Background: an optimization exercise with open tools, aiming at small area, a short achievable clock period and few clock cycles. Do not read the settings as production practice.
Where RTL was checked, it was by simulation tests only, not by an equivalence proof against the original.
No functional check of the RTL was part of run 3.
Power is estimated from default activity; no workload was simulated.

--- design/flow/config.mk ---
export PLATFORM = sky130hd
export DESIGN_NAME = udps_binstat
export DESIGN_NICKNAME = udps_binstat
export VERILOG_FILES = /design/flow/design.v
export SDC_FILE = /design/flow/constraint.sdc
export NUM_CORES = 4
export LEC_CHECK = 0
export CAP_MARGIN = 20
export CORE_MARGIN = 2
export CORE_UTILIZATION = 40
export PLACE_DENSITY = 0.6
export SETUP_SLACK_MARGIN = 4.5
export SLEW_MARGIN = 20
--- design/flow/constraint.sdc ---
create_clock -name core_clock -period 8.0 [get_ports {clk}]
set_input_delay 1.6000 -clock core_clock [delete_from_list [all_inputs] [get_ports {clk}]]
set_output_delay 1.6000 -clock core_clock [all_outputs]
set_load 0.01 [all_outputs]
--- design/flow/design.v ---
module udps_binstat (
    input  wire        clk,
    input  wire        rst,
    input  wire        s_valid,
    output wire        s_ready,
    input  wire [15:0] s_data,
    input  wire        s_last,
    output wire        r_valid,
    input  wire        r_ready,
    output reg  [63:0] r_min,
    output reg  [63:0] r_max,
    output wire [63:0] r_mean
);
    parameter R = 2;                      
    localparam K = 2 * R;                 
    localparam N = (54 + K - 1) / K;      
    localparam L = N * K;                 
    reg        acc_has;                   
    reg        acc_full;                  
    reg [15:0] mn, mx;
    reg [31:0] sum;
    reg [16:0] cnt;
    reg        busy;
    reg        rv;
    reg        nar;                       
    reg [16:0] rem;                       
    reg [L-1:0] y;                        
    reg [15:1] dv;                        
    reg [7:0]  d3;                        
    reg [5:0]  it;                        
    reg [2:0]  ph;                        
    reg [K-2:0] qs;                       
    reg [6:0]  eb;                        
    reg        zr;                        
    wire div_free = ~busy & (~rv | r_ready);
    wire load     = acc_full & div_free;
    assign s_ready = ~acc_full | div_free;
    assign r_valid = rv;
    wire s_fire = s_valid & s_ready;
    wire first  = ~acc_has;
    function [36:0] norm32(input [31:0] v);
        reg [31:0] x;
        reg [4:0]  z;
        begin
            x = v;
            z[4] = (x[31:16] == 16'd0); if (z[4]) x = x << 16;
            z[3] = (x[31:24] ==  8'd0); if (z[3]) x = x << 8;
            z[2] = (x[31:28] ==  4'd0); if (z[2]) x = x << 4;
            z[1] = (x[31:30] ==  2'd0); if (z[1]) x = x << 2;
            z[0] = ~x[31];              if (z[0]) x = x << 1;
            norm32 = {z, x};
        end
    endfunction
    function [21:0] norm17(input [16:0] v);
        reg [16:0] x;
        reg [4:0]  z;
        begin
            x = v;
            z[4] = (x[16:1]  == 16'd0); if (z[4]) x = x << 16;
            z[3] = (x[16:9]  ==  8'd0); if (z[3]) x = x << 8;
            z[2] = (x[16:13] ==  4'd0); if (z[2]) x = x << 4;
            z[1] = (x[16:15] ==  2'd0); if (z[1]) x = x << 2;
            z[0] = ~x[16];              if (z[0]) x = x << 1;
            norm17 = {z, x};
        end
    endfunction
    function [63:0] f64_of_u16(input [15:0] v);
        reg [15:0] x;
        reg [3:0]  z;
        begin
            x = v;
            z[3] = (x[15:8]  == 8'd0); if (z[3]) x = x << 8;
            z[2] = (x[15:12] == 4'd0); if (z[2]) x = x << 4;
            z[1] = (x[15:14] == 2'd0); if (z[1]) x = x << 2;
            z[0] = ~x[15];             if (z[0]) x = x << 1;
            if (!x[15])
                f64_of_u16 = 64'd0;
            else
                f64_of_u16 = {1'b0, 11'd1038 - {7'd0, z}, x[14:0], 37'd0};
        end
    endfunction
    function [16:0] sub16(input [15:0] a, input [15:0] b);
        reg [15:0] g, p, gg, pp, gn, pn;
        reg [16:0] c;
        integer i, d;
        begin
            g = a & ~b;
            p = ~(a ^ b);
            gg = g; pp = p;
            gg[0] = g[0] | p[0];
            for (d = 1; d < 16; d = d * 2) begin
                gn = gg; pn = pp;
                for (i = d; i < 16; i = i + 1) begin
                    gn[i] = gg[i] | (pp[i] & gg[i-d]);
                    pn[i] = pp[i] & pp[i-d];
                end
                gg = gn; pp = pn;
            end
            c = {gg, 1'b1};
            sub16 = {c[16], p ^ c[15:0]};
        end
    endfunction
    wire [36:0] ns   = norm32(sum);
    wire [21:0] nc   = norm17(cnt);
    wire [4:0]  zs   = ns[36:32];                       
    wire [4:0]  zc   = nc[21:17];                       
    wire [31:0] sn   = ns[31:0];
    wire [16:0] cn   = nc[16:0];
    wire        zero = ~sn[31];
    wire        fast = zero | (cn[15:0] == 16'd0);      
    wire        narw = (cn[10:1] == 10'd0);
    wire        yb  = y[L - 1 - ph];
    wire [16:0] tw  = sub16(rem[15:0], {1'b1, dv});
    wire        gw  = rem[16] | tw[16];
    wire [16:0] r_w = gw ? {tw[15:0], yb} : {rem[15:0], yb};
    wire        gend = nar | (ph == K - 1);
    wire [L-1:0] y_w = {y[L-K-1:0], qs, gw};
    function ge8(input [7:0] a, input [7:0] b);
        reg [7:0] gt, eq;
        reg gt10, eq10, gt32, eq32, gt54, eq54, gt76, eq76, gt30, eq30, gt74, eq74;
        begin
            gt = a & ~b;
            eq = ~(a ^ b);
            gt10 = gt[1] | eq[1] & gt[0];  eq10 = eq[1] & eq[0];
            gt32 = gt[3] | eq[3] & gt[2];  eq32 = eq[3] & eq[2];
            gt54 = gt[5] | eq[5] & gt[4];  eq54 = eq[5] & eq[4];
            gt76 = gt[7] | eq[7] & gt[6];  eq76 = eq[7] & eq[6];
            gt30 = gt32 | eq32 & gt10;     eq30 = eq32 & eq10;
            gt74 = gt76 | eq76 & gt54;     eq74 = eq76 & eq54;
            ge8  = gt74 | eq74 & (gt30 | eq30);
        end
    endfunction
    wire [5:0]  dn = {1'b1, dv[15:11]};
    reg [16:0]  r_n;
    reg [L-1:0] y_n;
    reg [7:0]   u, t1, t2, t3;
    reg         g1, g2, g3;
    reg [5:0]   sel;
    integer j;
    always @(*) begin
        r_n = rem;
        y_n = y;
        for (j = 0; j < R; j = j + 1) begin
            u   = r_n[16:9];
            g1  = ge8(u, {2'b00, dn});
            g2  = ge8(u, {1'b0, dn, 1'b0});
            g3  = ge8(u, d3);
            t1  = u - {2'b00, dn};
            t2  = u - {1'b0, dn, 1'b0};
            t3  = u - d3;
            sel = g3 ? t3[5:0] : g2 ? t2[5:0] : g1 ? t1[5:0] : u[5:0];
            r_n = {sel, r_n[8:0], y_n[L-1:L-2]};
            y_n = {y_n[L-3:0], g2, (g1 & ~g2) | g3};
        end
    end
    wire [L-1:0] y_s  = nar ? y_n : y_w;
    wire         q1   = y_s[K-1];
    wire [16:0]  rc   = q1 ? {1'b1, dv, 1'b0} : {2'b01, dv};
    wire         inj  = gend & (it == N - 1);
    wire [L+16:0] rcs = {{L{1'b0}}, rc} << (L - 54 + K);
    wire [L-1:0] y_d  = inj ? (y_s | rcs[L-1:0]) : y_s;
    wire         qh   = y[L-1];
    wire [51:0]  frac = qh ? y[L-2:L-53] : y[L-3:L-54];
    wire [6:0]   ex   = eb + {6'd0, qh};
    wire [10:0]  bexp = zr ? 11'd0 : 11'd1023 + {{4{ex[6]}}, ex};
    assign r_mean = {1'b0, bexp, frac};
    always @(posedge clk) begin
        if (rst) begin
            acc_has  <= 1'b0;
            acc_full <= 1'b0;
            busy     <= 1'b0;
            rv       <= 1'b0;
        end else begin
            if (s_fire) begin
                acc_has  <= ~s_last;
                acc_full <= s_last;
            end else if (load) begin
                acc_full <= 1'b0;
            end
            if (load) begin
                busy <= ~fast;
                rv   <= fast;
            end else if (busy) begin
                if (gend && it == 6'd0) begin
                    busy <= 1'b0;
                    rv   <= 1'b1;
                end
            end else if (r_ready) begin
                rv <= 1'b0;
            end
        end
    end
    always @(posedge clk) begin
        if (s_fire) begin
            if (first || s_data < mn) mn <= s_data;
            if (first || s_data > mx) mx <= s_data;
            sum <= (first ? 32'd0 : sum) + {16'd0, s_data};
            cnt <= first ? 17'd1 : cnt + 17'd1;
        end
        if (load) begin
            r_min <= f64_of_u16(mn);
            r_max <= f64_of_u16(mx);
            eb    <= 7'd14 - {2'b00, zs} + {2'b00, zc};
            zr    <= zero;
            nar   <= narw;
            dv    <= cn[15:1];
            d3    <= {2'b00, cn[16:11]} + {1'b0, cn[16:11], 1'b0};
            it    <= N - 1;
            ph    <= 3'd0;
            if (fast) begin
                rem <= 17'd0;
                y   <= {sn, {(L-32){1'b0}}};
            end else begin
                rem <= {1'b0, sn[31:16]};
                y   <= {sn[15:0], {(L-16){1'b0}}};
            end
        end else if (busy) begin
            rem <= nar ? r_n : r_w;
            qs  <= {qs, gw};
            if (gend) begin
                y  <= y_d;
                it <= it - 6'd1;
                ph <= 3'd0;
            end else begin
                ph <= ph + 3'd1;
            end
        end
    end
endmodule
--- design/flow/run.sh ---
#!/bin/bash
# synth_recipe.tcl (not shown) runs the flow's synth.tcl, then flattens the netlist and writes it again
# the make line also repeats each setting of config.mk as NAME=value (left out here)
make -C /OpenROAD-flow-scripts/flow DESIGN_CONFIG=/design/flow/config.mk WORK_HOME=/design/flow/orfs CLKGATE_MAP_FILE= SYNTH_SCRIPT=/design/flow/synth_recipe.tcl finish
==> results.json, run 1 <==
{
  "core-area_um2": 49000,
  "die_h_um": 227,
  "clkSinkCount": 247,
  "start_kind": "flop",
  "synth_top_family_by_area": "compound AO/OA/AOI/OAI gates",
  "synthSimpleGateAreaFrac": 0.156,
  "multi_input_area_um2": 13400,
  "maxCapViolCount": 0,
  "clk_pin_slew_worst_paths_ns": 0.06,
  "leakagePower_nw": 10.9,
  "peakVddDrop_mv": 0.205,
  "worstHoldPathType": "reg2reg",
  "synthFlopType": "edfxtp_1",
  "period_share": 0.530,
  "grt_max_degree": 69,
  "drive_above_1_share": 0.317,
  "synthArstFlopShare": 0,
  "gp_congestion": 0.935,
  "track_usage": 0.247,
  "hold_viol": 0,
  "grt_first_pass_wirelength_um": 99800,
  "clock_skew_ns": 0.0333,
  "port_buffers": 137,
  "endpoint_kind": "flop",
  "layout.nets": 2650,
  "final_util": 0.556,
  "netlist_instances": 2145,
  "cp_cell_sequence": "ha_1, o21a_1, o211ai_1, a21oi_1, a211o_2, nor2_1, a21oi_1, mux2_4, o21ai_4, buf_6, buf_6, ha_4, nand2_4, o21ai_4, a211o_4, mux2i_4, o21ai_2, or3_1",
  "synth-edff-count": 234,
  "synthDistinctLibCells": 100,
  "dieArea_um2": 51300,
  "post-route-drc-count": 0,
  "cp.required_ns": 8.31,
  "seq_area_frac_synth": 0.368,
  "setup_viol": 0,
  "avgSynthCellArea_um2": 9.24,
  "gr-total-overflow": 0,
  "cts_tree": "done",
  "cts_max_path_buffers": 3,
  "ant_nets": 0,
  "synth_xor_area_frac": 0.0429,
  "n_antenna_cell": 0,
  "root_buffer": "clkbuf_16",
  "synthMuxAreaShare": 0.0763,
  "wirelength_um": 66200,
  "fillers": 4161,
  "final-seq-area_um2": 7290,
  "grt_pass1_vias": 17200,
  "wire_per_inst_um": 20.8,
  "fmax_mhz": 236,
  "initial_core_util": 0.405,
  "powerDensity_nw_per_um2": 248,
  "yosys_warnings": 1,
  "vias_per_cell": 5.70,
  "num_vias": 18200,
  "clk_latency_ns": 0.60,
  "relSlewSlack": 0.224,
  "synth_compound_gate_area_share": 0.190,
  "syn_to_final_growth_pct": 37.4,
  "critPathArrivalTime_ns": 4.55,
  "placementRows": 81,
  "slowest_delay_ns": 0.50,
  "htreeDepth": 1,
  "synth-adder-area-share": 0.0871,
  "antenna_found_initial": 0,
  "path_max_fanout": 6,
  "drt_pass1_iterations": 5,
  "rsz0062_at_grt": "true",
  "syn_area_um2": 19800,
  "status": "finished clean",
  "fin_crit_ns": 4.24,
  "worst-setup-path-type": "reg2reg",
  "setup-tns-final_ns": 0,
  "drtIter0Drc": 1491,
  "cts_buffers": 29,
  "worstMarginPinSlew_ns": 1.15,
  "ys_ff_latch": 247,
  "die_w_um": 227,
  "slew_violations": 0,
  "cp_slowest_cell": "edfxtp_1",
  "dp_hpwl_um": 43100,
  "io_pins": 215
}
## critical path: cells and delay by family, from the launching register on
family,cells,cell delay [ns]
compound gates,9,1.64
simple gates,3,0.57
mux,2,0.49
flops,1,0.50
buf+inv,2,0.23
fa+ha+maj,2,0.56
## cells in the mapped netlist, drive strengths merged, types with 8 or more instances
master  number  area [µm²]
or3         14        87.6
nand3       52         260
xor2        33         289
a21oi      170         862
mux2i       69         691
a31oi       13         103
nand2b      14        87.6
xnor2       64         561
or4          8        75.1
o22ai       28         175
a211oi      22         165
nor4        22         180
clkbuf      67         251
edfxtp     234        7030
a21boi       8        60.1
nor2       150         573
and3        21         136
and2        52         328
o211ai      18         140
fa          10         200
nor2b       17         106
nand2      188         708
ha         122        1530
buf        127         863
o21ai      158         806
inv        121         459
nor3        41         231
nand4       15        93.8
mux2        69         777
a21o        49         368
dfxtp       13         260
o221ai      16         146
o21a        19         143
## cell families (layout without fill, tap and decap cells)
group	after synthesis	after routing
other	1	77
flip-flops	247	247
buffers and inverters	318	606
AO/OA/AOI/OAI	589	593
AND/OR/NAND/NOR	621	626
multiplexers	140	140
adder cells (fa/ha/maj)	132	132
XOR/XNOR	97	97
## stage by stage
stage | instances | cell area (µm²) | hold slack [ns] | total power [mW] | worst slack (ns)
4_1_cts | 3097 | 25700 | 0.447 | 6.25 | 3.83
6_report | 3182 | 27200 | 0.449 | 6.76 | 3.76
5_1_grt | 3182 | 27200 | 0.456 | 7.05 | 3.69
2_1_floorplan | 2221 | 20800 | 0.427 | 3.57 | 4.09
3_5_place_dp | 2843 | 21900 | 0.433 | 4.19 | 3.02
3_3_place_gp | 2843 | 21900 | 0.433 | 4.17 | 3.10
## repair_timing
action	4_1_cts	5_1_grt
endpoints found under the hold margin	0	0
hold buffers	0	0
buffers inserted	186	83
cloned	16	2
endpoints found under the setup margin	329	258
pin swaps	90	103
resized for setup	578	191
## layout by cell type (no fill, tap or decap), types with 17 or more instances in the layout
cell	netlist	layout
a21o_1	49	48
a21oi_1	167	134
a21oi_2	3	23
and2_1	50	48
and3_1	20	18
buf_4	86	210
buf_6	3	106
clkbuf_16	0	29
clkdlybuf4s50_1	0	56
conb_1	1	77
edfxtp_1	234	234
ha_1	122	92
ha_4	0	25
inv_1	117	98
mux2_2	69	54
mux2i_1	69	59
nand2_1	187	170
nand3_1	52	46
nor2_1	148	138
nor3_1	37	29
o211ai_1	17	17
o21a_1	19	18
o21ai_0	149	94
o21ai_1	7	26
o21ai_2	1	28
o22ai_1	28	27
xnor2_1	64	57
xor2_1	33	28
## final timing paths
| kind | from | to | slack, ns | cells after the start |
|---|---|---|---|---|
| max | rem[10] | rem[14] | 3.76 | 18 |
| min | qs[1] | qs[2] | 0.45 | 0 |
| max reg2reg | rem[10] | rem[14] | 3.76 | 18 |
| min reg2reg | qs[1] | qs[2] | 0.45 | 0 |
## per-layer routing
layer | GRT usage | share of wire | up-vias
met2 | 0.398 | 0.47 | 691
met3 | 0.0285 | 0.061 | 187
met4 | 0.0887 | 0.037 | 0
met5 | 0 | 0 | -
met1 | 0.342 | 0.43 | 8841
li1 | - | - | 8432
## state kept, by name, indices dropped and copies added, names as in the netlist
| register | count |
|---|---|
| acc_full | 1 |
| acc_has | 1 |
| busy | 1 |
| cnt | 17 |
| d3 | 8 |
| dv | 14 |
| eb | 7 |
| it | 6 |
| mn | 16 |
| mx | 16 |
| nar | 1 |
| ph | 3 |
| qs | 3 |
| r_max | 23 |
| r_min | 23 |
| rem | 17 |
| rv | 1 |
| sum | 32 |
| y | 56 |
| zr | 1 |
## report_power, final
| part | leakage (nW) | switching [mW] | total [mW] | internal, mW |
|---|---|---|---|---|
| clock network | 0.497 | 0.562 | 1.45 | 0.889 |
| logic | 8.13 | 1.88 | 3.56 | 1.68 |
| registers | 2.32 | 0.144 | 1.75 | 1.60 |
## cell type report
cell class              count  area share
clock inverters            19      0.0105
well taps                 664      0.0305
multi-input cells        1665       0.493
clock buffers              33      0.0272
repair inverters            1    0.000322
repair buffers            429       0.152
inverters                 124      0.0190
flip-flops and latches    247       0.268
Testbench counts, summed over its fixed seeds: cycles 21,538.
==> run 2, diff against run 1 <==
--- a/design/flow/config.mk
+++ b/design/flow/config.mk
@@ -11,3 +11,3 @@
 export PLACE_DENSITY = 0.6
-export SETUP_SLACK_MARGIN = 4.5
+export SETUP_SLACK_MARGIN = 4.0
 export SLEW_MARGIN = 20
==> results.json, run 2 <==
{
  "status": "finished clean",
  "cp_cell_sequence": "ha_4, ha_4, xor2_4, nor3_4, nand4_1, buf_4, buf_6, a21oi_2, buf_2",
  "setup-tns-final_ns": 0,
  "stdcell_count": 3089,
  "place_inst": 2846,
  "dp_hpwl_um": 42800,
  "root_buffer": "clkbuf_16",
  "synthFlopType": "edfxtp_1",
  "clk_latency_ns": 0.57,
  "wire_per_inst_um": 20.2,
  "vias_per_cell": 5.66,
  "multi_input_area_um2": 12700,
  "slew_violations": 0,
  "cp_slowest_cell": "edfxtp_1",
  "dr_wl_met2_um": 28700,
  "timing.hold.ws_ns": 0.469,
  "grt_max_degree": 78,
  "die_w_um": 227,
  "io_pins": 215,
  "cts_max_path_buffers": 3,
  "fmax_mhz": 238,
  "drt-met1-wl_um": 28100,
  "cts_buffers": 29,
  "yosys_warnings": 1,
  "final_cell_mix": "edfxtp_1, nand2_1, buf_4",
  "relSlewSlack": 0.350,
  "initial_core_util": 0.405,
  "ys_top_cells_by_area": "edfxtp_1, ha_1, a21oi_1",
  "critPathArrivalTime_ns": 2.60,
  "synth.top_cells.by_count": "edfxtp_1, nand2_1, a21oi_1",
  "cp.required_ns": 6.40,
  "post-route-drc-count": 0,
  "clock_skew_ns": 0.0147,
  "drtIter0Drc": 1627,
  "port_buffers": 137,
  "track_usage": 0.233,
  "syn_to_final_growth_pct": 27.4,
  "cpMostUsedCell": "ha_4",
  "dieArea_um2": 51300,
  "layout.nets": 2556,
  "gp_congestion": 0.929,
  "path_max_fanout": 3,
  "endpoint_kind": "primary output",
  "leakagePower_nw": 10.0,
  "top_layer_used": "met4",
  "layout_commonest_cell": "edfxtp_1",
  "num_vias": 17500,
  "placementRows": 81,
  "grt_pass1_vias": 16300,
  "core-area_um2": 49000,
  "largest_reg_flops": 56,
  "power_mw": 6.27,
  "maxCapViolCount": 0,
  "htreeDepth": 1,
  "drive_above_1_share": 0.236,
  "yosys.area.top_type": "edfxtp_1",
  "setup_viol": 0,
  "cts_tree": "done",
  "yosysMostFrequentCell": "edfxtp_1",
  "top_regs": "y: 56 flops, sum: 32 flops",
  "wl_met3_um": 3980,
  "postPlaceCellArea_um2": 21400,
  "synth.top_cell.area_share": 0.355,
  "worstMarginPinSlew_ns": 0.974,
  "worstHoldPathType": "reg2reg",
  "worst-setup-path-type": "reg2out",
  "synthDistinctLibCells": 100,
  "period_share": 0.525,
  "start_kind": "flop",
  "fillers": 4437,
  "peakVddDrop_mv": 0.188,
  "antenna_found_initial": 0,
  "postLayoutCellArea_um2": 25200,
  "grt_first_pass_wirelength_um": 94200,
  "clk_pin_slew_worst_paths_ns": 0.06,
  "powerDensity_nw_per_um2": 248,
  "synthArstFlopShare": 0,
  "avgSynthCellArea_um2": 9.24,
  "seq_area_frac_synth": 0.368,
  "top_register": "y",
  "drt_pass1_iterations": 7,
  "final-seq-area_um2": 7290,
  "gr-total-overflow": 0,
  "hold_viol": 0,
  "syn_area_um2": 19800,
  "ant_nets": 0,
  "fin_crit_ns": 4.20,
  "synth-edff-count": 234,
  "clkSinkCount": 247,
  "slowest_delay_ns": 0.49,
  "rsz0062_at_grt": "true",
  "ys_ff_latch": 247,
  "ctsHoldBuffers": 0,
  "n_antenna_cell": 0,
  "netlist_instances": 2145,
  "wirelength_um": 62300,
  "die_h_um": 227
}
## run 2: path summary, 6_finish.rpt
| path | startpoint | endpoint | slack (ns) | depth (start not counted) |
|---|---|---|---|---|
| max | y[55] | r_mean[61] | 3.80 | 9 |
| min | qs[1] | qs[2] | 0.47 | 0 |
| max reg2reg | cnt[7] | rem[13] | 3.82 | 18 |
| min reg2reg | qs[1] | qs[2] | 0.47 | 0 |
## run 2: kinds of logic after synthesis
family	count (synthesis)	synth area share
simple gates	621	0.156
buf+inv	318	0.0800
flops	247	0.368
fa+ha+maj	132	0.0871
other cells	1	0.000189
mux	140	0.0763
compound gates	589	0.190
xor+xnor	97	0.0429
## run 2: timing repair
action	CTS	global route
gates cloned	6	5
endpoints found under the hold margin	0	0
gates resized for setup	230	161
endpoints found under the setup margin	277	166
buffers inserted	116	63
pin swaps	57	76
## run 2: per-layer routing
metal / up-vias / track usage
li1: 8253 / -
met1: 8476 / 0.338
met2: 658 / 0.368
met3: 103 / 0.0290
met4: 0 / 0.0554
met5: - / 0
## run 2: area by class of cell
type / count / share of cell area
clock inverter: 19 / 0.00610
tap: 664 / 0.0329
sequential: 247 / 0.289
timing repair buffer: 337 / 0.118
timing repair inverter: 1 / 0.000248
inverter: 124 / 0.0197
multi-input combinational: 1663 / 0.505
clock buffer: 34 / 0.0295
## run 2: critical path: cells and delay by family (launching register included)
kind	cells	cell delay [ns]
XOR/XNOR	1	0.18
AND/OR/NAND/NOR	2	0.40
buffers and inverters	3	0.43
AO/OA/AOI/OAI	1	0.11
adder cells (fa/ha/maj)	2	0.42
flip-flops	1	0.49
## run 2: through the flow
step | utilization | setup WS [ns]
3_3_place_gp | 0.438 | 2.75
3_5_place_dp | 0.438 | 2.61
4_1_cts | 0.492 | 3.77
2_1_floorplan | - | 4.01
6_report | 0.516 | 3.80
5_1_grt | 0.516 | 3.73
## run 2: report_power, final
part,total [mW],internal (mW),switching (mW),leakage (nW)
Combinational,3.23,1.50,1.74,7.25
Clock,1.29,0.727,0.561,0.436
Sequential,1.75,1.60,0.143,2.32
==> run 3, diff against run 2 <==
--- a/design/flow/design.v
+++ b/design/flow/design.v
@@ -13,3 +13,3 @@
 );
-    parameter R = 2;                      
+    parameter R = 3;                      
     localparam K = 2 * R;                 
--- a/design/flow/config.mk
+++ b/design/flow/config.mk
@@ -11,3 +11,3 @@
 export PLACE_DENSITY = 0.6
-export SETUP_SLACK_MARGIN = 4.0
+export SETUP_SLACK_MARGIN = 3.0
 export SLEW_MARGIN = 20
==> results.json, run 3 <==
{
  "status": "finished clean",
  "antenna_found_initial": 0,
  "yosysMostFrequentCell": "edfxtp_1",
  "gr-total-overflow": 0,
  "critPathArrivalTime_ns": 6.41,
  "leakagePower_nw": 9.80,
  "slew_violations": 0,
  "final_util": 0.482,
  "clkSinkCount": 247,
  "worstHoldPathType": "reg2reg",
  "syn_area_um2": 20800,
  "drive_above_1_share": 0.152,
  "relSlewSlack": 0.342,
  "largest_reg_flops": 54,
  "layout.nets": 2602,
  "crit_start": "rem[13]",
  "worst-setup-path-type": "reg2reg",
  "root_buffer": "clkbuf_16",
  "path_max_fanout": 6,
  "fin_crit_ns": 6.08,
  "clock_skew_ns": 0.0232,
  "peakVddDrop_mv": 0.419,
  "post-route-drc-count": 0,
  "period_share": 0.760,
  "final_cell_mix": "edfxtp_1, nor2_1, nand2_1",
  "grt_use_met1": 0.327,
  "worstReg2RegEnd": "rem[16]",
  "grtUsageMet2": 0.400,
  "die_h_um": 232,
  "gp_congestion": 0.944,
  "io_pins": 215,
  "layout_commonest_cell": "edfxtp_1",
  "grt_pass1_vias": 17500,
  "syn_to_final_growth_pct": 19.1,
  "htreeDepth": 1,
  "wirelength_um": 66600,
  "dieArea_um2": 53700,
  "hold_start": "qs[3]",
  "r2r_cells": 28,
  "clk_latency_ns": 0.59,
  "ys_ff_latch": 247,
  "synth.top_cell.area_share": 0.338,
  "start_kind": "flop",
  "ant_nets": 0,
  "cts_tree": "done",
  "core-area_um2": 51300,
  "synthArstFlopShare": 0,
  "powerDensity_nw_per_um2": 375,
  "yosys.area.top_type": "edfxtp_1",
  "r2r_slack_ns": 1.92,
  "cts_max_path_buffers": 3,
  "setup_viol": 0,
  "grt_max_degree": 69,
  "track_usage": 0.240,
  "cp_slowest_cell": "or4_4",
  "setup-tns-final_ns": 0,
  "fmax_mhz": 165,
  "synthDistinctLibCells": 92,
  "wire_per_inst_um": 21.3,
  "r2r-start": "rem[13]",
  "drt_pass1_iterations": 5,
  "grt_first_pass_wirelength_um": 102000,
  "die_w_um": 232,
  "avgSynthCellArea_um2": 9.15,
  "initial_core_util": 0.405,
  "netlist_instances": 2269,
  "maxCapViolCount": 0,
  "seq_area_frac_synth": 0.351,
  "synthFlopType": "edfxtp_1",
  "num_vias": 18100,
  "met3_usage": 0.0238,
  "min_delay_path_depth": 0,
  "min_to": "qs[4]",
  "cp.required_ns": 8.33,
  "slowest_delay_ns": 0.53,
  "ctsHoldBuffers": 0,
  "ys_top_cells_by_area": "edfxtp_1, ha_1, a21oi_1",
  "endpoint_kind": "flop",
  "synth-edff-count": 234,
  "rsz0062_at_grt": "true",
  "placementRows": 83,
  "cts_buffers": 31,
  "port_buffers": 137,
  "vias_per_cell": 5.78,
  "dp_hpwl_um": 49000,
  "top_regs": "y: 54 flops, sum: 32 flops",
  "hold_viol": 0,
  "worstMarginPinSlew_ns": 0.987,
  "top_register": "y",
  "clk_pin_slew_worst_paths_ns": 0.06,
  "drtIter0Drc": 1485,
  "globalRoute.busiestLayer": "met2",
  "yosys_warnings": 1,
  "n_antenna_cell": 0,
  "synth.top_cells.by_count": "edfxtp_1, nor2_1, nand2_1"
}
==> run 3: changes by cell type in the layout (fill, tap and decap cells not counted), sizes merged, moves of 10 or more <==
cell / change
buf: -111
nor2: +41
and2: -24
ha: +21
a211oi: +19
inv: +18
o21ai: -17
a31oi: +14
o21a: +13
clkdlybuf4s50: +12
xor2: +10
==> run 3: final cells by class <==
cell class | count | area, µm²
multi-input cells | 1766 | 12900
repair buffers | 237 | 2190
clock inverters | 16 | 136
well taps | 680 | 851
flip-flops and latches | 247 | 7290
clock buffers | 41 | 833
fillers | 4894 | 26600
inverters | 142 | 563
==> run 3: layer usage <==
metal / part of all wire / wire length (µm)
met1: 0.45 / 29800
met4: 0.034 / 2240
met3: 0.052 / 3470
met5: 0 / 0
met2: 0.47 / 31100
==> run 3: cells by family after synthesis <==
kind of cell / Yosys count / synth area share
xor+xnor: 105 / 0.0443
fa+ha+maj: 156 / 0.0987
mux: 146 / 0.0771
simple gates: 634 / 0.144
buf+inv: 333 / 0.0790
flops: 247 / 0.351
compound gates: 647 / 0.206
other cells: 1 / 0.000181
==> run 3: critical path: cells and delay by family (launching register included) <==
family / cells / cell delay (ns)
mux: 1 / 0.34
compound gates: 15 / 2.50
flops: 1 / 0.52
simple gates: 7 / 1.44
fa+ha+maj: 3 / 0.74
buf+inv: 2 / 0.27
==> run 3: how the worst max path moves through the flow <==
stage / to / slack, ns / cells past startpoint
3_5_place_dp: rem[16] / 1.25 / 24
2_1_floorplan: rem[15] / 2.25 / 28
6_report: rem[16] / 1.92 / 28
5_1_grt: rem[14] / 1.76 / 31
3_3_place_gp: rem[16] / 1.41 / 24
4_1_cts: rem[16] / 2.00 / 28
==> run 3: metrics by stage <==
stage | cell area (µm²) | setup slack, ns | hold slack [ns] | power [mW] | instances
floorplan | 21300 | 2.25 | 0.427 | 5.38 | 2345
global placement | 22600 | 1.41 | 0.436 | 6.53 | 2992
detailed placement | 22600 | 1.25 | 0.446 | 6.54 | 2992
CTS | 24400 | 2.00 | 0.460 | 8.89 | 3102
global route | 24700 | 1.76 | 0.473 | 9.77 | 3129
finish | 24700 | 1.92 | 0.460 | 9.27 | 3129
==> run 3: what timing repair did <==
item / CTS / global route
gates resized for setup: 87 / 33
buffers inserted: 51 / 27
endpoints found under the setup margin: 67 / 79
gates cloned: 2 / 0
pin swaps: 42 / 14
==> run 3: where the power goes <==
| group | switching [mW] | internal, mW | leakage, nW |
|---|---|---|---|
| sequential | 0.154 | 1.60 | 2.31 |
| clock | 0.570 | 0.792 | 0.474 |
| combinational | 3.50 | 2.65 | 7.01 |
==> run 4, diff against run 3 <==
--- a/design/flow/design.v
+++ b/design/flow/design.v
@@ -13,3 +13,3 @@
 );
-    parameter R = 3;                      
+    parameter R = 2;                      
     localparam K = 2 * R;                 
--- a/design/flow/config.mk
+++ b/design/flow/config.mk
@@ -7,2 +7,3 @@
 export LEC_CHECK = 0
+export ABC_AREA = 1
 export CAP_MARGIN = 20
==> results.json, run 4 <==
{
  "yosys_warnings": 1,
  "min_delay_path_depth": 0,
  "path_max_fanout": 3,
  "power_mw": 5.23,
  "maxCapViolCount": 0,
  "cts_tree": "done",
  "cp_num_buf_inv": 4,
  "cp_slowest_cell": "clkdlybuf4s50_1",
  "post-route-drc-count": 0,
  "fillers": 4932,
  "r2r_cells": 23,
  "root_buffer": "clkbuf_16",
  "final_cell_mix": "nand2_1, inv_1, edfxtp_1",
  "worstReg2RegEnd": "eb[4]",
  "yosys.area.top_type": "edfxtp_1",
  "syn_area_um2": 19600,
  "gp_congestion": 0.890,
  "drive_above_1_share": 0.0487,
  "io_pins": 215,
  "n_antenna_cell": 0,
  "critPathArrivalTime_ns": 3.15,
  "min_to": "qs[2]",
  "relSlewSlack": 0.268,
  "avgSynthCellArea_um2": 7.55,
  "synthDistinctLibCells": 60,
  "dp_hpwl_um": 42000,
  "netlist_instances": 2599,
  "layout.nets": 2840,
  "cp_cell_sequence": "clkdlybuf4s50_1, inv_1, a21oi_1, inv_1, nand2_1, clkdlybuf4s50_1",
  "cp.required_ns": 6.40,
  "seq_area_frac_synth": 0.372,
  "period_share": 0.593,
  "initial_core_util": 0.403,
  "stdcell_count": 3331,
  "gr-total-overflow": 0,
  "clkSinkCount": 247,
  "powerDensity_nw_per_um2": 236,
  "grt_max_degree": 98,
  "die_h_um": 225,
  "track_usage": 0.206,
  "wire_per_inst_um": 16.2,
  "synth-edff-count": 234,
  "antenna_found_initial": 0,
  "top_register": "y",
  "synthFlopType": "edfxtp_1",
  "worst_slack_ns": 3.25,
  "drtIter0Drc": 1369,
  "r2r_slack_ns": 3.46,
  "leakagePower_nw": 10.1,
  "worstHoldPathType": "reg2reg",
  "start_kind": "primary input",
  "multi_input_area_um2": 10300,
  "die_w_um": 225,
  "hold_start": "qs[1]",
  "place_inst": 3275,
  "clock_skew_ns": 0.0440,
  "endpoint_kind": "primary output",
  "fin_crit_ns": 4.75,
  "ys_ff_latch": 247,
  "vias_per_cell": 5.17,
  "ctsHoldBuffers": 0,
  "setup-tns-final_ns": 0,
  "rsz0062_at_grt": "false",
  "clk_latency_ns": 0.58,
  "core-area_um2": 48600,
  "yosysMostFrequentCell": "nand2_1",
  "wirelength_um": 54000,
  "cts_buffers": 28,
  "hold_viol": 0,
  "r2r-start": "sum[18]",
  "port_buffers": 137,
  "fmax_mhz": 211,
  "largest_reg_flops": 56,
  "peakVddDrop_mv": 0.134,
  "placementRows": 81,
  "synth.top_cells.by_count": "nand2_1, inv_1, edfxtp_1",
  "worst-setup-path-type": "in2out",
  "dieArea_um2": 50800,
  "top_regs": "y: 56 flops, sum: 32 flops",
  "drt_pass1_iterations": 5,
  "ant_nets": 0,
  "final-seq-area_um2": 7290,
  "grt_first_pass_wirelength_um": 84000,
  "ys_top_cells_by_area": "edfxtp_1, nand2_1, ha_1",
  "pre_cts_ws_ns": 2.51,
  "synthArstFlopShare": 0,
  "slowest_delay_ns": 0.57,
  "synth.top_cell.area_share": 0.358,
  "setup_viol": 0,
  "slew_violations": 0,
  "htreeDepth": 1,
  "num_vias": 17200,
  "status": "finished clean",
  "clk_pin_slew_worst_paths_ns": 0.06,
  "timing.hold.ws_ns": 0.457,
  "grt_pass1_vias": 15600,
  "syn_to_final_growth_pct": 13.0,
  "cts_max_path_buffers": 3,
  "layout_commonest_cell": "nand2_1",
  "worstMarginPinSlew_ns": 1.10,
  "path_delay_family": "buffers and inverters"
}
[run 4: power breakdown]
part / switching, mW / internal (mW)
Sequential: 0.107 / 1.60
Clock: 0.552 / 0.727
Combinational: 1.43 / 0.809
[run 4: final cells by class]
type | instances | area share
Multi-Input combinational cell | 1901 | 0.466
Sequential cell | 247 | 0.329
Timing Repair Buffer | 158 | 0.0690
Inverter | 351 | 0.0599
Tap cell | 622 | 0.0351
Clock buffer | 34 | 0.0335
Clock inverter | 18 | 0.00717
[run 4: cell families (layout without fill, tap and decap cells)]
kind of cell,after synthesis,in the layout,synth area share
simple gates,1075,1075,0.232
compound gates,527,527,0.147
buf+inv,527,561,0.121
flops,247,247,0.372
fa+ha+maj,132,132,0.0880
xor+xnor,83,83,0.0371
mux,7,7,0.00364
other cells,1,77,0.000191
[run 4: repair_timing]
action                                 CTS  global route
setup endpoints to repair               56            62
pin swaps                                0             3
setup buffers                            0             4
resized for setup                        6            20
endpoints found under the hold margin    0             0
gates cloned                             0             0
[run 4: worst max-delay path by stage]
stage | start | end | slack, ns | cells after the start
floorplan | r_ready | d3[0] | 3.13 | 6
global placement | s_data[0] | sum[30] | 2.60 | 17
detailed placement | s_data[0] | sum[30] | 2.51 | 17
CTS | sum[27] | eb[6] | 3.02 | 24
global route | dv[12] | rem[15] | 3.02 | 21
finish | r_ready | s_ready | 3.25 | 6
[run 4: per-stage QoR]
| stage | instance area [µm²] | util |
|---|---|---|
| floorplan | 19900 | - |
| global placement | 21100 | 0.434 |
| detailed placement | 21100 | 0.435 |
| CTS | 22100 | 0.454 |
| global route | 22200 | 0.455 |
| finish | 22200 | 0.455 |
[run 4: metal layers]
layer,GRT usage,share of wire
met2,0.323,0.45
met3,0.0280,0.052
met5,0,0
met1,0.296,0.47
met4,0.0617,0.027
Testbench counts of run 4, summed over its fixed seeds: cycles 21,538.
==> run 5, diff against run 4 <==
--- a/design/flow/config.mk
+++ b/design/flow/config.mk
@@ -12,3 +12,3 @@
 export PLACE_DENSITY = 0.6
-export SETUP_SLACK_MARGIN = 3.0
+export SETUP_SLACK_MARGIN = 3.5
 export SLEW_MARGIN = 20
==> results.json, run 5 <==
{
  "start_kind": "primary input",
  "ys_ff_latch": 247,
  "io_pins": 215,
  "grt_max_degree": 73,
  "die_h_um": 225,
  "path_delay_family": "buffers and inverters",
  "critPathArrivalTime_ns": 2.81,
  "fin_crit_ns": 4.41,
  "synth-adder-area-share": 0.0880,
  "internal_power_mw": 3.22,
  "ys_top_cells_by_area": "edfxtp_1, nand2_1, ha_1",
  "min_delay_path_depth": 0,
  "htreeDepth": 1,
  "synthMuxAreaShare": 0.00364,
  "grt_first_pass_wirelength_um": 84400,
  "path_max_fanout": 3,
  "vias_per_cell": 5.17,
  "antenna_found_initial": 0,
  "port_buffers": 137,
  "rsz0062_at_grt": "true",
  "top_regs": "y: 56 flops, sum: 32 flops",
  "endpoint_kind": "primary output",
  "cts_tree": "done",
  "synth.top_cells.by_count": "nand2_1, inv_1, edfxtp_1",
  "clock_skew_ns": 0.0268,
  "status": "finished clean",
  "layout_commonest_cell": "nand2_1",
  "synth_compound_gate_area_share": 0.147,
  "synthSimpleGateAreaFrac": 0.232,
  "yosys_warnings": 1,
  "synth_top_family_by_area": "simple AND/OR/NAND/NOR gates",
  "p_sw_mw": 2.15,
  "setup_viol": 0,
  "leakagePower_nw": 10.4,
  "synthFlopType": "edfxtp_1",
  "cp.required_ns": 6.40,
  "gp_congestion": 0.929,
  "n_antenna_cell": 0,
  "root_buffer": "clkbuf_16",
  "setup-tns-final_ns": 0,
  "synth.top_cell.area_share": 0.358,
  "post-route-drc-count": 0,
  "final_cell_mix": "nand2_1, inv_1, edfxtp_1",
  "avgSynthCellArea_um2": 7.55,
  "cts_max_path_buffers": 3,
  "peakVddDrop_mv": 0.136,
  "track_usage": 0.207,
  "period_share": 0.551,
  "gr-total-overflow": 0,
  "num_vias": 17400,
  "drt_pass1_iterations": 6,
  "swShare": 0.400,
  "min_to": "qs[2]",
  "combPwrFrac": 0.426,
  "wirelength_um": 54900,
  "core-area_um2": 48600,
  "worstReg2RegEnd": "eb[6]",
  "cp_num_buf_inv": 4,
  "largest_reg_flops": 56,
  "die_w_um": 225,
  "slew_violations": 0,
  "final-seq-area_um2": 7290,
  "r2r_slack_ns": 3.83,
  "ant_nets": 0,
  "syn_to_final_growth_pct": 15.3,
  "maxCapViolCount": 0,
  "cp_slowest_cell": "clkdlybuf4s50_1",
  "seq_power_share": 0.319,
  "synthArstFlopShare": 0,
  "wire_per_inst_um": 16.3,
  "top_register": "y",
  "initial_core_util": 0.403,
  "layout.nets": 2870,
  "clk_latency_ns": 0.58,
  "syn_area_um2": 19600,
  "powerDensity_nw_per_um2": 237,
  "seq_area_frac_synth": 0.372,
  "pwr-share-clk": 0.255,
  "cts_buffers": 29,
  "fillers": 4820,
  "cp_cell_sequence": "clkdlybuf4s50_1, inv_2, a21oi_1, inv_1, nand2_1, dlygate4sd2_1",
  "synthDistinctLibCells": 60,
  "grt_pass1_vias": 15800,
  "synth-edff-count": 234,
  "synth_xor_area_frac": 0.0371,
  "yosys.area.top_type": "edfxtp_1",
  "placementRows": 81,
  "yosysMostFrequentCell": "nand2_1",
  "r2r_cells": 24,
  "hold_start": "qs[1]",
  "netlist_instances": 2599,
  "dieArea_um2": 50800,
  "timing.hold.ws_ns": 0.455,
  "fmax_mhz": 227,
  "worstMarginPinSlew_ns": 1.01,
  "drive_above_1_share": 0.0712,
  "multi_input_area_um2": 10500,
  "relSlewSlack": 0.323,
  "hold_viol": 0,
  "worstHoldPathType": "reg2reg",
  "r2r-start": "sum[22]",
  "dp_hpwl_um": 42100,
  "worst-setup-path-type": "in2out",
  "drtIter0Drc": 1371,
  "clk_pin_slew_worst_paths_ns": 0.06,
  "clkSinkCount": 247,
  "slowest_delay_ns": 0.47
}
==> run 5: cell counts after synthesis <==
Identical to the previous run, type by type.
==> run 5: power groups by stage <==
stage / clock (mW) / sequential [mW] / combinational [mW]
after CTS: 1.40 / 1.71 / 2.20
after detailed placement: 0 / 1.74 / 2.16
after floorplan: 0 / 1.70 / 1.61
after global placement: 0 / 1.73 / 2.13
final: 1.37 / 1.71 / 2.29
after global routing: 1.45 / 1.72 / 2.58
==> run 5: area by class of cell <==
type / count / share of cell area
well taps: 622 / 0.0344
inverters: 351 / 0.0596
flip-flops and latches: 247 / 0.322
repair buffers: 183 / 0.0758
clock inverters: 24 / 0.0108
repair inverters: 2 / 0.000664
multi-input cells: 1903 / 0.464
clock buffers: 30 / 0.0322
==> run 5: metrics by stage <==
stage               area, µm²  instances   util  power, mW  setup WS (ns)
finish                  22600       3362  0.465       5.37           3.59
global route            22600       3362  0.465       5.75           3.45
CTS                     22300       3337  0.457       5.32           3.48
detailed placement      21100       3276  0.435       3.90           2.45
global placement        21100       3276  0.435       3.87           2.59
floorplan               19900       2675      -       3.31           3.54
==> run 5: timing repair <==
action                                  CTS  global route
setup buffers                             7            21
resized for setup                        34            65
gates cloned                              0             4
pin swaps                                 4            10
hold buffers                              0             0
endpoints found under the setup margin   88           104
==> run 5: layer usage <==
metal / routed length [µm] / GRT usage / part of all wire / vias to the layer above
met5: 0 / 0 / 0 / -
met4: 1240 / 0.0590 / 0.023 / 0
met3: 2830 / 0.0265 / 0.052 / 60
met2: 25000 / 0.326 / 0.45 / 404
met1: 25900 / 0.297 / 0.47 / 8163
li1: - / - / - / 8739
==> run 5: how the worst max path moves through the flow <==
stage / depth (start not counted) / slack, ns / startpoint / to
after floorplan: 16 / 3.54 / s_data[0] / sum[30]
after global routing: 9 / 3.45 / y[55] / r_mean[57]
after detailed placement: 20 / 2.45 / sum[27] / eb[6]
after global placement: 20 / 2.59 / sum[27] / eb[6]
final: 6 / 3.59 / r_ready / s_ready
after CTS: 23 / 3.48 / sum[27] / eb[6]
==> run 5: cells by family (layout without fill, tap and decap cells) <==
| logic type | after synthesis | count (layout) |
|---|---|---|
| adder cells (fa/ha/maj) | 132 | 132 |
| AND/OR/NAND/NOR | 1075 | 1077 |
| buffers and inverters | 527 | 590 |
| other | 1 | 77 |
| flip-flops | 247 | 247 |
| multiplexers | 7 | 7 |
| XOR/XNOR | 83 | 83 |
| AO/OA/AOI/OAI | 527 | 527 |
==> run 6, diff against run 5 <==
--- a/design/flow/config.mk
+++ b/design/flow/config.mk
@@ -7,3 +7,2 @@
 export LEC_CHECK = 0
-export ABC_AREA = 1
 export CAP_MARGIN = 20
==> results.json, run 6 <==
{
  "status": "finished clean",
  "n_antenna_cell": 0,
  "synth.top_cell.area_share": 0.355,
  "fin_crit_ns": 4.42,
  "track_usage": 0.219,
  "r2r-start": "sum[22]",
  "hold_start": "qs[0]",
  "pre_cts_ws_ns": 2.61,
  "drt_pass1_iterations": 7,
  "wire_per_inst_um": 19.6,
  "top_regs": "y: 56 flops, sum: 32 flops",
  "ys_top_cells_by_area": "edfxtp_1, ha_1, a21oi_1",
  "path_max_fanout": 2,
  "rsz0062_at_grt": "false",
  "antenna_found_initial": 0,
  "netlist_instances": 2145,
  "synthFlopType": "edfxtp_1",
  "vias_per_cell": 5.61,
  "synthDistinctLibCells": 100,
  "placementRows": 81,
  "worst-setup-path-type": "in2out",
  "powerDensity_nw_per_um2": 242,
  "clk_pin_slew_worst_paths_ns": 0.06,
  "gp_congestion": 0.910,
  "worst_slack_ns": 3.58,
  "clk_latency_ns": 0.58,
  "cts_buffers": 29,
  "dieArea_um2": 51300,
  "grt_first_pass_wirelength_um": 89000,
  "core-area_um2": 49000,
  "clock_skew_ns": 0.0228,
  "min_delay_path_depth": 0,
  "multi_input_area_um2": 11800,
  "cts_max_path_buffers": 3,
  "port_buffers": 137,
  "syn_area_um2": 19800,
  "avgSynthCellArea_um2": 9.24,
  "leakagePower_nw": 9.43,
  "cp.required_ns": 6.40,
  "hold_viol": 0,
  "grt_pass1_vias": 15700,
  "yosys.area.top_type": "edfxtp_1",
  "cp_slowest_cell": "clkdlybuf4s50_1",
  "top_register": "y",
  "stdcell_count": 3004,
  "clkSinkCount": 247,
  "critPathArrivalTime_ns": 2.82,
  "layout_commonest_cell": "edfxtp_1",
  "synthArstFlopShare": 0,
  "largest_reg_flops": 56,
  "setup-tns-final_ns": 0,
  "r2r_slack_ns": 3.61,
  "maxCapViolCount": 0,
  "fmax_mhz": 226,
  "place_inst": 2850,
  "slowest_delay_ns": 0.45,
  "dp_hpwl_um": 42000,
  "grt_max_degree": 80,
  "peakVddDrop_mv": 0.172,
  "period_share": 0.553,
  "worstReg2RegEnd": "y[37]",
  "yosys_warnings": 1,
  "fillers": 4661,
  "ys_ff_latch": 247,
  "htreeDepth": 1,
  "worstMarginPinSlew_ns": 1.06,
  "io_pins": 215,
  "die_w_um": 227,
  "cp_cell_sequence": "clkdlybuf4s50_1, inv_1, a21oi_4, nand2b_4, dlygate4sd2_1",
  "r2r_cells": 11,
  "syn_to_final_growth_pct": 19.3,
  "post-route-drc-count": 0,
  "num_vias": 16900,
  "cts_tree": "done",
  "worstHoldPathType": "reg2reg",
  "gr-total-overflow": 0,
  "drive_above_1_share": 0.152,
  "setup_viol": 0,
  "layout.nets": 2470,
  "start_kind": "primary input",
  "final_cell_mix": "edfxtp_1, nand2_1, a21oi_1",
  "initial_core_util": 0.405,
  "relSlewSlack": 0.286,
  "slew_violations": 0,
  "wirelength_um": 58800,
  "final-seq-area_um2": 7290,
  "root_buffer": "clkbuf_16",
  "drtIter0Drc": 1556,
  "ctsHoldBuffers": 0,
  "synth-edff-count": 234,
  "seq_area_frac_synth": 0.368,
  "endpoint_kind": "primary output",
  "synth.top_cells.by_count": "edfxtp_1, nand2_1, a21oi_1",
  "timing.hold.ws_ns": 0.452,
  "power_mw": 5.71,
  "die_h_um": 227,
  "yosysMostFrequentCell": "edfxtp_1",
  "ant_nets": 0,
  "min_to": "qs[1]"
}
[run 6: changes by cell type after synthesis, sizes merged, moves of 28 or more]
| cell | before | now |
|---|---|---|
| mux2 | 1 | 69 |
| mux2i | 6 | 69 |
| o21ai | 269 | 158 |
| nand2 | 693 | 188 |
| nand3 | 137 | 52 |
| inv | 347 | 121 |
| o22ai | 0 | 28 |
| and2 | 5 | 52 |
| a21o | 4 | 49 |
| xnor2 | 31 | 64 |
[run 6: per-stage QoR]
| stage | cell area, µm² | util |
|---|---|---|
| 2_1_floorplan | 20100 | - |
| 3_3_place_gp | 21400 | 0.437 |
| 3_5_place_dp | 21400 | 0.437 |
| 4_1_cts | 22900 | 0.468 |
| 5_1_grt | 23600 | 0.483 |
| 6_report | 23600 | 0.483 |
[run 6: what timing repair did]
action / in CTS / in global routing
gates cloned: 3 / 3
pin swaps: 8 / 18
resized for setup: 68 / 65
endpoints found under the setup margin: 106 / 84
setup buffers: 37 / 57
[run 6: area by class of cell]
cell class / count / area share
clock inverter: 23 / 0.00815
sequential: 247 / 0.308
timing repair buffer: 255 / 0.0984
multi-input combinational: 1660 / 0.498
tap: 664 / 0.0351
inverter: 124 / 0.0212
clock buffer: 31 / 0.0310
[run 6: worst max-delay path by stage]
| stage | start | endpoint | cells after the start |
|---|---|---|---|
| 2_1_floorplan | rem[12] | rem[14] | 16 |
| 3_3_place_gp | s_data[1] | mn[12] | 12 |
| 3_5_place_dp | sum[27] | eb[6] | 15 |
| 4_1_cts | cnt[15] | rem[14] | 17 |
| 5_1_grt | rem[10] | rem[14] | 19 |
| 6_report | r_ready | s_ready | 5 |
[run 6: power breakdown]
group          switching, mW  internal [mW]  total [mW]
sequential             0.149           1.60        1.75
clock                  0.571          0.733        1.30
combinational           1.49           1.17        2.65
total                   2.21           3.50        5.71
[run 6: critical path, delay by kind of cell]
kind	cells	cell delay [ns]
buffers and inverters	3	0.81
AO/OA/AOI/OAI	1	0.20
AND/OR/NAND/NOR	1	0.20
[run 6: metal layers]
metal	vias to the layer above	GRT usage	routed length, µm
met5	-	0	0
met4	0	0.0622	1440
met3	83	0.0266	3550
met2	608	0.346	27000
met1	8108	0.314	26800
li1	8064	-	-
[run 6: cells by family (layout without fill, tap and decap cells)]
family          Yosys count  count (layout)  synth area share
mux                     140             140            0.0763
other cells               1              77          0.000189
simple gates            621             622             0.156
buf+inv                 318             433            0.0800
flops                   247             247             0.368
xor+xnor                 97              97            0.0429
fa+ha+maj               132             132            0.0871
compound gates          589             592             0.190
==> run 7, diff against run 6 <==
--- a/design/flow/config.mk
+++ b/design/flow/config.mk
@@ -9,4 +9,4 @@
 export CORE_MARGIN = 2
-export CORE_UTILIZATION = 40
-export PLACE_DENSITY = 0.6
+export CORE_UTILIZATION = 55
+export PLACE_DENSITY = 0.75
 export SETUP_SLACK_MARGIN = 3.5
==> results.json, run 7 <==
{
  "status": "finished clean",
  "rsz0062_at_grt": "true",
  "postLayoutCellArea_um2": 23100,
  "setup-tns-final_ns": 0,
  "gr-total-overflow": 0,
  "die_w_um": 194,
  "clk_pin_slew_worst_paths_ns": 0.07,
  "layout.nets": 2450,
  "gp_congestion": 1.02,
  "fin_crit_ns": 4.52,
  "clock_skew_ns": 0.0345,
  "layout_commonest_cell": "edfxtp_1",
  "num_vias": 17100,
  "period_share": 0.565,
  "port_buffers": 137,
  "core-area_um2": 35500,
  "drt_pass1_iterations": 5,
  "drive_above_1_share": 0.141,
  "grt_pass1_vias": 15800,
  "relSlewSlack": 0.414,
  "powerDensity_nw_per_um2": 236,
  "syn_to_final_growth_pct": 16.5,
  "final_cell_mix": "edfxtp_1, nand2_1, a21oi_1",
  "maxCapViolCount": 0,
  "synth.top_cell.area_share": 0.355,
  "htreeDepth": 1,
  "stdcell_count": 2779,
  "cts_tree": "done",
  "dp_hpwl_um": 40200,
  "place_inst": 2646,
  "wire_per_inst_um": 20.1,
  "seq_area_frac_synth": 0.368,
  "fmax_mhz": 221,
  "ys_top_cells_by_area": "edfxtp_1, ha_1, a21oi_1",
  "top_register": "y",
  "largest_reg_flops": 56,
  "vias_per_cell": 6.16,
  "track_usage": 0.280,
  "antenna_found_initial": 0,
  "cp.required_ns": 8.28,
  "yosys_warnings": 1,
  "n_antenna_cell": 0,
  "synthDistinctLibCells": 100,
  "worstHoldPathType": "reg2reg",
  "postPlaceCellArea_um2": 21100,
  "placementRows": 69,
  "path_max_fanout": 11,
  "clkSinkCount": 247,
  "dieArea_um2": 37600,
  "synthFlopType": "edfxtp_1",
  "clk_latency_ns": 0.56,
  "post-route-drc-count": 0,
  "min_delay_path_depth": 0,
  "ctsHoldBuffers": 0,
  "netlist_instances": 2145,
  "cts_buffers": 27,
  "grt_first_pass_wirelength_um": 86400,
  "io_pins": 215,
  "top_regs": "y: 56 flops, sum: 32 flops",
  "syn_area_um2": 19800,
  "drtIter0Drc": 1894,
  "power_mw": 5.44,
  "setup_viol": 0,
  "ys_ff_latch": 247,
  "cts_max_path_buffers": 3,
  "peakVddDrop_mv": 0.254,
  "synthArstFlopShare": 0,
  "die_h_um": 194,
  "worstMarginPinSlew_ns": 0.880,
  "grt_max_degree": 74,
  "endpoint_kind": "flop",
  "synth-edff-count": 234,
  "ant_nets": 0,
  "root_buffer": "clkbuf_16",
  "r2r_cells": 17,
  "avgSynthCellArea_um2": 9.24,
  "worst-setup-path-type": "reg2reg",
  "start_kind": "flop",
  "slew_violations": 0,
  "leakagePower_nw": 9.31,
  "critPathArrivalTime_ns": 4.80,
  "initial_core_util": 0.558,
  "synth.top_cells.by_count": "edfxtp_1, nand2_1, a21oi_1",
  "fillers": 2912,
  "yosysMostFrequentCell": "edfxtp_1",
  "wirelength_um": 55900,
  "hold_viol": 0,
  "yosys.area.top_type": "edfxtp_1"
}
-- run 7: cells by family (layout without fill, tap and decap cells) --
| kind of cell | after synthesis | in the layout | share of synthesized area |
|---|---|---|---|
| buffers and inverters | 318 | 411 | 0.0800 |
| AND/OR/NAND/NOR | 621 | 622 | 0.156 |
| multiplexers | 140 | 140 | 0.0763 |
| flip-flops | 247 | 247 | 0.368 |
| other | 1 | 77 | 0.000189 |
| XOR/XNOR | 97 | 97 | 0.0429 |
| adder cells (fa/ha/maj) | 132 | 132 | 0.0871 |
| AO/OA/AOI/OAI | 589 | 592 | 0.190 |
-- run 7: power by group --
part           internal [mW]  switching (mW)
clock network          0.658           0.542
logic                   1.06            1.43
registers               1.60           0.145
-- run 7: worst paths after layout --
check                               end     from  slack, ns
worst max-delay path            rem[14]  cnt[15]       3.48
worst min-delay path              qs[1]    qs[0]       0.45
worst max register to register  rem[14]  cnt[15]       3.48
worst min register to register    qs[1]    qs[0]       0.45
-- run 7: layout make-up --
class                      instances  area [µm²]  area share
multi-input combinational       1660       11700       0.508
timing repair buffer             236        2150      0.0931
timing repair inverter             1        6.26    0.000271
inverter                         124         493      0.0214
clock buffer                      31         732      0.0317
clock inverter                    19         116     0.00504
sequential                       247        7290       0.316
tap                              461         577      0.0250
-- run 7: routing by layer --
| metal | part of all wire | GRT usage | wire length (µm) | up-vias |
|---|---|---|---|---|
| li1 | - | - | - | 8016 |
| met1 | 0.45 | 0.414 | 25000 | 8272 |
| met2 | 0.45 | 0.438 | 25400 | 747 |
| met3 | 0.075 | 0.0390 | 4200 | 94 |
| met4 | 0.023 | 0.0625 | 1270 | 0 |
| met5 | 0 | 0 | 0 | - |
-- run 7: per-stage QoR --
| step | utilization | hold WS (ns) | worst slack, ns |
|---|---|---|---|
| after floorplan | - | 0.427 | 3.63 |
| after global placement | 0.595 | 0.436 | 2.70 |
| after detailed placement | 0.595 | 0.438 | 2.46 |
| after CTS | 0.630 | 0.449 | 3.27 |
| after global routing | 0.650 | 0.479 | 3.30 |
| final | 0.650 | 0.447 | 3.48 |
-- run 7: timing repair --
| item | CTS | global route |
|---|---|---|
| hold endpoints to repair | 0 | 0 |
| setup endpoints to repair | 100 | 94 |
| setup buffers | 20 | 58 |
| gates cloned | 3 | 2 |
| resized for setup | 45 | 64 |
| pin swaps | 10 | 13 |
-- run 7: critical path, cell delays in order (launching register included) --
cell	delay, ns
edfxtp_1	0.48
buf_4	0.19
nor4_2	0.46
a21boi_4	0.18
o21ai_4	0.30
clkinv_4	0.18
mux2i_1	0.27
mux2_2	0.22
nor2_1	0.04
or2_4	0.27
inv_2	0.07
ha_1	0.14
o211ai_1	0.09
or4_4	0.61
and2_4	0.23
nand2_8	0.12
o21ai_1	0.07
or3_1	0.34
==> run 8, diff against run 7 <==
--- a/design/flow/config.mk
+++ b/design/flow/config.mk
@@ -7,7 +7,8 @@
 export LEC_CHECK = 0
+export ABC_AREA = 1
 export CAP_MARGIN = 20
 export CORE_MARGIN = 2
-export CORE_UTILIZATION = 55
-export PLACE_DENSITY = 0.75
-export SETUP_SLACK_MARGIN = 3.5
+export CORE_UTILIZATION = 40
+export PLACE_DENSITY = 0.6
+export SETUP_SLACK_MARGIN = 4.0
 export SLEW_MARGIN = 20
==> results.json, run 8 <==
{
  "synthFlopType": "edfxtp_1",
  "final_cell_mix": "nand2_1, inv_1, edfxtp_1",
  "ys_top_cells_by_area": "edfxtp_1, nand2_1, ha_1",
  "synth.top_cells.by_count": "nand2_1, inv_1, edfxtp_1",
  "clk_latency_ns": 0.58,
  "cts_max_path_buffers": 3,
  "worstReg2RegEnd": "eb[6]",
  "drtIter0Drc": 1440,
  "postPlaceCellArea_um2": 21200,
  "combPwrFrac": 0.466,
  "layout.nets": 2962,
  "fillers": 4825,
  "num_vias": 18000,
  "fmax_mhz": 238,
  "powerDensity_nw_per_um2": 237,
  "track_usage": 0.220,
  "r2r-start": "sum[31]",
  "stdcell_count": 3454,
  "rsz0062_at_grt": "true",
  "synthDistinctLibCells": 60,
  "netlist_instances": 2599,
  "seq_power_share": 0.299,
  "r2r_slack_ns": 4.19,
  "worst-setup-path-type": "reg2out",
  "port_buffers": 137,
  "placementRows": 81,
  "top_register": "y",
  "clkSinkCount": 247,
  "die_w_um": 225,
  "syn_area_um2": 19600,
  "cp-endpoint": "r_mean[57]",
  "hold_viol": 0,
  "yosys.area.top_type": "edfxtp_1",
  "io_pins": 215,
  "syn_to_final_growth_pct": 22.8,
  "synthArstFlopShare": 0,
  "ys_ff_latch": 247,
  "worstHoldPathType": "reg2reg",
  "status": "finished clean",
  "grt_pass1_vias": 16400,
  "worst_slack_ns": 3.80,
  "dp_hpwl_um": 42700,
  "layout_commonest_cell": "nand2_1",
  "antenna_found_initial": 1,
  "critPathArrivalTime_ns": 2.60,
  "internal_power_mw": 3.43,
  "synth-edff-count": 234,
  "die_h_um": 225,
  "relSlewSlack": 0.409,
  "slew_violations": 0,
  "gr-total-overflow": 0,
  "gp_congestion": 0.898,
  "r2r_cells": 24,
  "cts_buffers": 29,
  "yosysMostFrequentCell": "nand2_1",
  "setup_viol": 0,
  "synth.top_cell.area_share": 0.358,
  "root_buffer": "clkbuf_16",
  "start_kind": "flop",
  "period_share": 0.525,
  "swShare": 0.400,
  "clk_pin_slew_worst_paths_ns": 0.06,
  "cp.required_ns": 6.40,
  "clock_skew_ns": 0.0271,
  "vias_per_cell": 5.21,
  "p_sw_mw": 2.29,
  "grt_first_pass_wirelength_um": 89200,
  "wire_per_inst_um": 17.1,
  "power_mw": 5.72,
  "wirelength_um": 59000,
  "initial_core_util": 0.403,
  "drive_above_1_share": 0.140,
  "cts_tree": "done",
  "maxCapViolCount": 0,
  "leakagePower_nw": 11.0,
  "place_inst": 3274,
  "htreeDepth": 1,
  "ctsHoldBuffers": 0,
  "ant_nets": 0,
  "path_max_fanout": 3,
  "n_antenna_cell": 0,
  "fin_crit_ns": 4.20,
  "yosys_warnings": 1,
  "seq_area_frac_synth": 0.372,
  "core-area_um2": 48600,
  "setup-tns-final_ns": 0,
  "grt_max_degree": 108,
  "dieArea_um2": 50800,
  "top_regs": "y: 56 flops, sum: 32 flops",
  "crit_start": "y[55]",
  "largest_reg_flops": 56,
  "postLayoutCellArea_um2": 24100,
  "drt_pass1_iterations": 6,
  "endpoint_kind": "primary output",
  "avgSynthCellArea_um2": 7.55,
  "peakVddDrop_mv": 0.170,
  "worstMarginPinSlew_ns": 0.887,
  "pre_cts_ws_ns": 2.45,
  "pwr-share-clk": 0.235,
  "post-route-drc-count": 0
}
[run 8: changes by cell type in the layout (fill, tap and decap cells not counted), moves of 44 or more]
cell             delta
and2_1             -44
o21ai_1            +45
mux2_2             -67
o21ai_0            +46
clkdlybuf4s50_1    -57
a21o_1             -45
inv_1             +209
nand2_1           +472
mux2i_1            -61
nand3_1            +78
[run 8: logic make-up after synthesis]
logic type                 share of synthesized area
AOI/OAI and AO/OA                              0.147
xor gates and xnor gates                      0.0371
adders and majority gates                     0.0880
buffers and inverters                          0.121
DFF                                            0.372
muxes                                        0.00364
other                                       0.000191
and+or+nand+nor                                0.232
[run 8: worst min path at each step]
stage                     startpoint     to  slack [ns]  depth (start not counted)
after CTS                      qs[1]  qs[2]        0.46                          0
after floorplan                qs[1]  qs[2]        0.42                          0
after global placement         qs[1]  qs[2]        0.43                          0
after detailed placement       qs[1]  qs[2]        0.45                          0
after global routing           qs[0]  qs[1]        0.49                          0
final                          qs[1]  qs[2]        0.46                          0
[run 8: power groups by stage]
stage	Combinational, mW	Sequential, mW	Clock (mW)
CTS	2.34	1.71	1.37
global placement	2.14	1.73	0
global route	2.96	1.72	1.42
floorplan	1.62	1.70	0
finish	2.66	1.71	1.34
detailed placement	2.17	1.74	0
[run 8: routing by layer]
metal,vias to the layer above,wire length [µm],track usage
li1,8941,-,-
met1,8536,28200,0.329
met2,458,26900,0.348
met3,58,2990,0.0192
met4,0,948,0.0438
met5,-,0,0
[run 8: what timing repair did]
action / CTS / global route
gates resized for setup: 218 / 162
buffers inserted: 40 / 72
pin swaps: 23 / 54
setup endpoints to repair: 203 / 140
endpoints found under the hold margin: 0 / 0
gates cloned: 7 / 7
[run 8: metrics by stage]
stage                     hold WS (ns)   util
final                            0.460  0.495
after global routing             0.495  0.495
after floorplan                  0.421      -
after global placement           0.426  0.435
after detailed placement         0.445  0.435
after CTS                        0.459  0.470
[run 8: critical path, cell delays in order, from the launching register on]
cell and delay, ns:
edfxtp_1 0.43, buf_12 0.17, ha_4 0.17, ha_4 0.18, xor2_2 0.17, nor2_1 0.14
nand4_1 0.16, or2_4 0.28, a21oi_1 0.16, buf_2 0.17
[run 8: area by class of cell]
| cell class | instances | area [µm²] | area share |
|---|---|---|---|
| multi-input cells | 1910 | 11300 | 0.469 |
| flip-flops and latches | 247 | 7290 | 0.303 |
| repair buffers | 268 | 2390 | 0.0991 |
| inverters | 351 | 1380 | 0.0574 |
| well taps | 622 | 778 | 0.0323 |
| clock buffers | 36 | 752 | 0.0312 |
| clock inverters | 18 | 185 | 0.00769 |
| repair inverters | 2 | 16.3 | 0.000675 |

## separate check: timing with driven ports
No port has a modelled driver above. Below, the same layouts with a new extraction and two added sets of constraints.
Step 1 sets driving cells, clkbuf_16 on the clock port and buf_2 on the other inputs (assumed; they add their load-dependent delay and slew).
Step 2 moves the port delays by t, midway between the first and last clock arrival at a register: inputs arrive t later, outputs are due t later. That takes back most of the time a late clock gives input paths.
a / b / c = ideal ports / drivers / drivers and shift; a / b = the first two.
| run | t, ns | setup slack, ns | worst register clock-pin slew, ns |
|---|---|---|---|
| run 1 | 0.634 | 3.761 / 3.761 / 3.641 | 0.07 / 0.07 |
| run 2 | 0.626 | 3.802 / 3.743 / 3.587 | 0.06 / 0.06 |
| run 3 | 0.627 | 1.924 / 1.924 / 1.924 | 0.06 / 0.06 |
| run 4 | 0.603 | 3.254 / 3.228 / 2.818 | 0.07 / 0.07 |
| run 5 | 0.621 | 3.591 / 3.539 / 3.191 | 0.07 / 0.07 |
| run 6 | 0.619 | 3.580 / 3.552 / 3.121 | 0.07 / 0.07 |
| run 7 | 0.598 | 3.480 / 3.463 / 3.218 | 0.07 / 0.07 |
| run 8 | 0.625 | 3.803 / 3.745 / 3.524 | 0.07 / 0.07 |
After both steps every run listed still meets setup and hold. For run 6, which loses most, drivers alone change the setup slack by -0.028 ns; drivers and shift together by -0.459 ns.
